Source: an optimization exercise on an open RTL-to-GDS flow (aim: small area). Production flows keep margins and buffers that such runs may drop.
The RTL was checked by simulation tests, not by an equivalence proof against the original design.
No activity file was given, so power comes from the tool's default toggle rates.

== build 3 ==
==> flow/design.v <==
module bcd_add12 (
    input  wire [47:0] x,
    input  wire [47:0] y,
    input  wire        cin,
    output reg  [47:0] s,
    output reg         cout
);
    integer i;
    reg [4:0] d;
    reg       c;
    always @* begin
        c = cin;
        s = 48'd0;
        for (i = 0; i < 12; i = i + 1) begin
            d = {1'b0, x[4*i +: 4]} + {1'b0, y[4*i +: 4]} + {4'd0, c};
            if (d > 5'd9) begin
                d = d + 5'd6;
                c = 1'b1;
            end else begin
                c = 1'b0;
            end
            s[4*i +: 4] = d[3:0];
        end
        cout = c;
    end
endmodule
module hp_emc (
    input  wire        clk,
    input  wire        rst,
    input  wire        start,
    input  wire [15:0] ir,
    input  wire [15:0] a_in,
    input  wire [15:0] b_in,
    input  wire [15:0] se_in,
    input  wire        dc_in,
    input  wire [47:0] ar1_in,
    input  wire [47:0] ar2_in,
    output wire        ready,
    output wire        done,
    output wire [1:0]  fail,
    output wire [15:0] a_out,
    output wire [15:0] b_out,
    output wire [15:0] se_out,
    output wire        dc_out,
    output wire [47:0] ar1_out,
    output wire [47:0] ar2_out
);
    localparam [3:0] O_MWA = 4'b0000, O_CMY = 4'b0001, O_NRM = 4'b0010,
                     O_CMX = 4'b0011, O_FXA = 4'b0100, O_OTH = 4'b0101,
                     O_CDC = 4'b0110, O_FMP = 4'b1000, O_FDV = 4'b1001,
                     O_MPY = 4'b1010, O_MRX = 4'b1100, O_DRS = 4'b1101,
                     O_MRY = 4'b1110, O_MLY = 4'b1111;
    localparam [2:0] S_IDLE = 3'd0, S_CHK = 3'd1, S_MAIN = 3'd2, S_WB = 3'd3,
                     S_DONE = 3'd4, S_CLR = 3'd5;
    reg [47:0] r1, r2;
    reg [15:0] ra, rb, rs, rx;
    reg        dc;
    reg [2:0]  st;
    reg [3:0]  ph;       
    reg [4:0]  cnt;      
    reg [3:0]  op;
    reg        t;        
    reg        c;        
    reg        f1, f2;   
    assign a_out   = ra;
    assign b_out   = rb;
    assign se_out  = rs;
    assign dc_out  = dc;
    assign ar1_out = r1;
    assign ar2_out = r2;
    wire ph0  = (ph == 4'd0);
    wire ph11 = (ph == 4'd11);
    wire lo4  = (ph[3:2] == 2'b00);
    wire mid4 = (ph[3:2] == 2'b01);
    assign ready = (st == S_IDLE);
    assign done  = st[2] & ~st[0] & ph0;
    wire   clr   = st[2];
    wire   ld    = ready & start;
    wire g     = ir[11];
    wire cmn   = (ir[15:12] == 4'b0111) & ~ir[10] & ir[9] & ~ir[4];
    wire ok0   = (ir[8] == (ir[6] & ~ir[5])) & ~(ir[7] & ir[5]) & (ir[3:0] == 4'd0);
    wire ok1   = (ir[8] ? (~ir[7] | (~ir[6] & ~ir[5])) : (~ir[7] & ~ir[6])) &
                 (ir[3:1] == {3{ir[7]}}) & (ir[0] == (ir[5] | ir[7]));
    wire valid = cmn & (g ? ok1 : ok0);
    wire [3:0] op_in = valid ? {g, g ? (ir[8] & ~ir[7]) : ir[7], ir[6] | (g & ir[7]), ir[5]}
                             : O_OTH;
    wire oMWA = (op == O_MWA), oCMY = (op == O_CMY), oCMX = (op == O_CMX),
         oFXA = (op == O_FXA), oNRM = (op == O_NRM),
         oFMP = (op == O_FMP), oFDV = (op == O_FDV), oMRX = (op == O_MRX),
         oDRS = (op == O_DRS), oMRY = (op == O_MRY), oMLY = (op == O_MLY),
         oOTH = (op == O_OTH);
    wire oCDC = ~op[3] & op[2] & op[1];
    wire oMPY = op[3] & ~op[2] & op[1];
    wire sCHK = ~st[2] & ~st[1] & st[0], sMAIN = st[1] & ~st[0], sWB = st[1] & st[0];
    wire [3:0] t1 = r1[3:0], t2 = r2[3:0], tA = ra[3:0], tB = rb[3:0],
               tS = rs[3:0], tX = rx[3:0];
    wire isADD = sMAIN & (oFXA | oMWA | oFMP | oFDV);
    wire isCM  = sMAIN & (oCMX | oCMY);
    wire isSHL = sMAIN & (oNRM | oMLY);
    wire isSHR = sMAIN & (oMRX | oMRY | oDRS);
    wire isMUL = sMAIN & oMPY;
    wire last  = cnt[4];      
    reg [3:0] xs, x, y;
    always @* begin
        xs = ((isCM & oCMX) | (isSHR & ~oMRY)) ? t1 : t2;
        if (isCM)
            x = {~(xs[3] | xs[2] | xs[1]), xs[2] ^ xs[1], xs[1], ~xs[0]};   
        else if (isMUL)
            x = t ? (tX ^ {4{last}}) : 4'd0;
        else
            x = xs;
        if (isADD & ~oMWA)
            y = t1;
        else if ((isADD & lo4) | isMUL)
            y = tB;
        else
            y = 4'd0;
    end
    wire       cin0 = isCM | ((cnt == 5'd0) & dc);
    wire       cin  = ph0 ? cin0 : c;
    wire [4:0] sum5 = {1'b0, x} + {1'b0, y} + {4'd0, cin};
    wire       dec  = ~isMUL;
    wire       gt9  = sum5[4] | (sum5[3] & (sum5[2] | sum5[1]));
    wire [3:0] res  = (dec & gt9) ? (sum5[3:0] + 4'd6) : sum5[3:0];
    wire       co   = dec ? gt9 : sum5[4];
    wire ml = (ph == 4'd3) ? (rb[4] ^ (t & rx[4])) : ra[4];
    wire mh = (ph == 4'd7) ? (x[3] ^ y[3] ^ co) : (rb[4] ^ (t & (rx[4] ^ last)) ^ co);
    wire [3:0] stuff = ((cnt == 5'd1) & ~oDRS) ? ra[7:4] : 4'd0;  
    wire       wrAS  = oMLY | oDRS | ((oMRX | oMRY) & (cnt != 5'd0));
    wire       pre   = sCHK & oMPY & lo4;
    wire [3:0] dly = rx[15:12];
    wire [3:0] dout = (oMRX | oMRY | oDRS) ? tX : dly;
    reg [3:0] e1, e2, eA, eB, eS, eX;
    always @* begin
        e1 = t1;
        if (isCM & oCMX)                 e1 = res;
        else if (isSHR & (oMRX | oDRS))  e1 = ph11 ? stuff : r1[7:4];
        e2 = t2;
        if (isADD | (isCM & oCMY))       e2 = res;
        else if (isSHL)                  e2 = dly;
        else if (isSHR & oMRY)           e2 = ph11 ? stuff : r2[7:4];
        eA = tA;
        if (isMUL & lo4)            eA = {ml, tA[3:1]};
        else if (sWB & lo4 & (oFMP | wrAS)) eA = ph0 ? dout : 4'd0;
        eB = tB;
        if (pre)                         eB = 4'd0;
        else if (isMUL & mid4)           eB = {mh, res[3:1]};
        else if (sWB & lo4 & (oNRM | oFDV))
            eB = ph0 ? cnt[3:0] : ((ph == 4'd1) ? {3'd0, cnt[4]} : 4'd0);
        eS = tS;
        if (sWB & lo4 & wrAS)            eS = ph0 ? dout : 4'd0;
        eX = tX;
        if (pre)                         eX = tB;
        else if (isSHL | (isSHR & ph0))  eX = xs;
        else if (isADD & oFMP & ph11)    eX = tX + {3'd0, co};
        else if (sCHK & ph11 & ~oMPY)    eX = oMLY ? ra[7:4] : 4'd0;  
        if (clr) begin
            e1 = 4'd0; e2 = 4'd0; eA = 4'd0; eB = 4'd0; eS = 4'd0;
        end
    end
    function bad;
        input [3:0] d;
        bad = d[3] & (d[2] | d[1]);
    endfunction
    wire chk1 = oFXA | oFMP | oFDV | oCMX;
    wire chk2 = oFXA | oFMP | oFDV | oCMY | oMWA;
    wire stf  = oMRX | oMRY | oMLY;
    wire f1n  = f1 | (chk1 & bad(t1)) | (chk2 & bad(t2)) | (oMWA & bad(tB));
    wire f2n  = f2 | (oFDV ? (|t1) : ((ph[1:0] == 2'b00) ? bad(tA) : (|tA)));
    wire failn = f1n | (oFDV & ~f2n) | (stf & f2n);
    assign fail = f1 ? 2'd1 : (oFDV & ~f2) ? 2'd2 : (stf & f2) ? 2'd3 : 2'd0;
    reg more;
    always @* begin
        if (oNRM)                      more = (e2 == 4'd0) & (cnt != 5'd12);
        else if (oFMP | oMRX | oMRY)   more = (cnt[3:0] != rb[7:4]);
        else if (oFDV)                 more = sCHK | (~co & (cnt != 5'd15));
        else if (oMPY)                 more = ~last;
        else                           more = sCHK & ~(oCDC | oOTH);
    end
    always @(posedge clk) begin
        r1 <= ({48{ld}} & ar1_in) | {e1, r1[47:4]};
        r2 <= ({48{ld}} & ar2_in) | {e2, r2[47:4]};
        ra <= ({16{ld}} & a_in)   | {eA, ra[15:4]};
        rb <= ({16{ld}} & b_in)   | {eB, rb[15:4]};
        rs <= ({16{ld}} & se_in)  | {eS, rs[15:4]};
        rx <= {eX, rx[15:4]};
    end
    always @(posedge clk) begin
        c  <= (isMUL & (ph == 4'd3)) ? (t & last) : co;
        ph <= (ph11 | ready | rst) ? 4'd0 : ph + 4'd1;
        if (sCHK) begin
            f1 <= f1n;
            f2 <= f2n;
        end
        if (sMAIN & (oFDV ? (ph11 & ~co) : ph0))
            cnt <= cnt + 5'd1;
        if (isADD & ph11 & (oFXA | oMWA))
            dc <= co;
        else if (sWB & ph0) begin
            if (oNRM)
                dc <= (cnt == 5'd12);
            else if (~(oFXA | oMWA | oMPY | oOTH))
                dc <= 1'b0;
        end
        if (ph11)
            t <= ra[4];      
        if (ph11) begin
            case (st)
                S_CHK:  st <= failn ? S_DONE : more ? S_MAIN : S_WB;
                S_MAIN: st <= more ? S_MAIN : S_WB;
                S_WB:   st <= S_DONE;
                S_DONE: st <= S_IDLE;
                S_CLR:  st <= S_IDLE;
                default: ;
            endcase
        end
        if (ld) begin
            dc  <= dc_in;
            op  <= op_in;
            st  <= S_CHK;
            cnt <= 5'd0;
            f1  <= 1'b0;
            f2  <= 1'b0;
        end
        if (rst)
            st <= S_CLR;
    end
endmodule
Settings: LEC_CHECK=0, CAP_MARGIN=20, CORE_MARGIN=2, CORE_UTILIZATION=55, PLACE_DENSITY=0.65, SLEW_MARGIN=20; clock period 22.0 ns.
standard.sh (not shown) runs the stock make flow with config.mk's settings and CLKGATE_MAP_FILE= SYNTH_SCRIPT=/design/flow/synth_recipe.tcl, a recipe that flattens the netlist after the stock synthesis.
==> flow/flow/run.sh <==
#!/bin/bash
# Layout: the standard flow (standard.sh), with
#  - synthesis: the standard script, with an area-oriented ABC mapping and
#    no hard-adder mapping (flow/synth.tcl);
#  - port buffers of the smallest buffer cell;
#  - a clock tree of small buffers without dummy loads;
# and config.mk's settings. Each step's output goes to its own log here.
set -euo pipefail
export FLOW_WORK=$PWD
bash standard.sh SYNTH_SCRIPT=$PWD/flow/synth.tcl ADDER_MAP_FILE= synth > synth.log 2>&1
bash standard.sh "BUFFER_PORTS_ARGS=-buffer_cell sky130_fd_sc_hd__buf_1" \
  "CTS_ARGS=-sink_clustering_enable -repair_clock_nets -sink_clustering_size 24 -buf_list sky130_fd_sc_hd__clkbuf_8 -dont_use_dummy_load" \
  finish > layout.log 2>&1
==> flow/flow/area.abc <==
strash
&get -n
&fraig -x
&put
dc2
strash
&get -n
&dch -f
&nf -a
&put
==> flow/flow/synth.tcl <==
# The standard synthesis (synth_recipe.tcl: ORFS synthesis without the fsm
# and share passes, flattened, function nets renamed), with the technology
# mapping of the logic done by an area-oriented ABC script. Registers are
# mapped by dfflibmap before abc runs and are left as they are.
set my_abc_script [file join [file dirname [file normalize [info script]]] area.abc]
proc abc {args} {
  global my_abc_script
  set i [lsearch $args -script]
  if {$i >= 0} { set args [lreplace $args $i [expr {$i+1}]] }
  set j [lsearch $args -D]
  if {$j >= 0} { set args [lreplace $args $j [expr {$j+1}]] }
  lappend args -script $my_abc_script
  puts "area abc: $args"
  yosys abc {*}$args
}
source $::env(FLOW_WORK)/synth_recipe.tcl
[inputs] build 91 vs build 3
Settings: changing SLEW_MARGIN from 20 to 0; changing CAP_MARGIN from 20 to 0.
==> flow/flow/area.abc <==
strash
&get -n
&fraig -x
&put
dc2
strash
&get -n
&dch -f
&nf -a -R 1000 -C 32
&put
### Flow results
- Diff build 3 -> build 91: net switching power was more or less identical; clock slew seen by the registers of the worst setup and hold paths went down 0.02 ns; total power now sits at about the same level; final cell count lost 7.
- Build 3 and build 91 ended up with roughly the same internal portion of total power.
- Run comparison: build 91 endpoint of the most critical setup path ready; build 3 endpoint of the most critical setup path fail[1]
- Hold slack up 0.013 ns in build 91 wrt build 3
- Detailed-placement wirelength estimate, build 3 and build 91: larger value in build 91
- The setup slack of build 91 is larger than that of build 3.
- Re total global-route track usage: build 91 is 0.70 points up on build 3.
- Cmp build 3 and build 91 / combinational fraction of design power / higher: build 91
- Normalized max-slew margin: build 91 < build 3
For build 15, these inputs were changed with respect to build 91:
Settings: SLEW_MARGIN: 0 -> 20; CAP_MARGIN: 0 -> 20.
Notes after the runs:
Build 91 -> build 15: full die area delta 0, exact match. For data required time of the critical path, build 15 and build 91 come out practically identical. Build 15 vs. build 91: aggregate global routing overflow roughly the same, total negative slack for setup checks roughly the same, number of non-filler instances in the completed layout roughly the same, area after synthesis roughly the same, hold slack roughly the same. Tapcell count came out exactly the same in build 91 and build 15. Synthesized instance count: build 15 vs build 91 identical. Number of buffers outside the clock class in the layout: build 15 vs build 91 identical.
Modified inputs, build 73 compared to build 15
Settings: an added GPL_TIMING_DRIVEN of 0.
## What came out
- Build 73 | stages: all done | timing, DRC, antenna: all pass
- Critical-path maximum fanout: build 73 vs build 15 down 17
- As far as total non-filler cell area in the finished layout is concerned, build 15 and build 73 perform about the same.
- Compared with build 15, build 73 shows routability congestion estimate from global placement that has gone up by a few percent.
- Build 73 reports its worst setup path startpoint as ph[0] while build 15 reports st[2].
- Side by side, worst hold slack turned out higher in build 73 than in build 15.
- [compare] base=build 15 new=build 73: sum of routed wire segments on met1 rose by 0.37%; total nets after synthesis did not really move.
- In terms of final clock period utilization by the worst path, build 73 and build 15 differ only marginally.
- From build 15 to build 73 the numbers moved as follows: post-layout minimum cycle time went down 0.026 ns, final worst-path setup slack increased 0.026 ns.

## re-timing with driven ports
In the flow no input, the clock included, has a driving cell. The finished layouts below were timed again as built, in two steps.
Step 1 sets driving cells, clkbuf_16 on the clock port and buf_2 on the other inputs (assumed; they add their load-dependent delay and slew).
Step 2, shift: input delay + t, output delay - t, t = (earliest + latest rising clock arrival at the registers) / 2. This alone moves slack from input paths to output paths.
Slacks: no drivers / after step 1 / after step 2; pairs: no drivers / after step 1.
run	shift t [ns]	slack for setup (ns)	worst setup path after step 2
build 3	0.482	15.377 / 15.342 / 15.542	input to register
build 91	0.484	15.406 / 15.372 / 15.314	input to register
build 15	0.484	15.406 / 15.372 / 15.314	input to register
build 73	0.476	15.431 / 15.400 / 15.172	input to register
After both steps setup and hold are still met in every run listed. The setup slack of build 73, which loses most, moves by -0.031 ns with the drivers and by -0.259 ns with both steps.
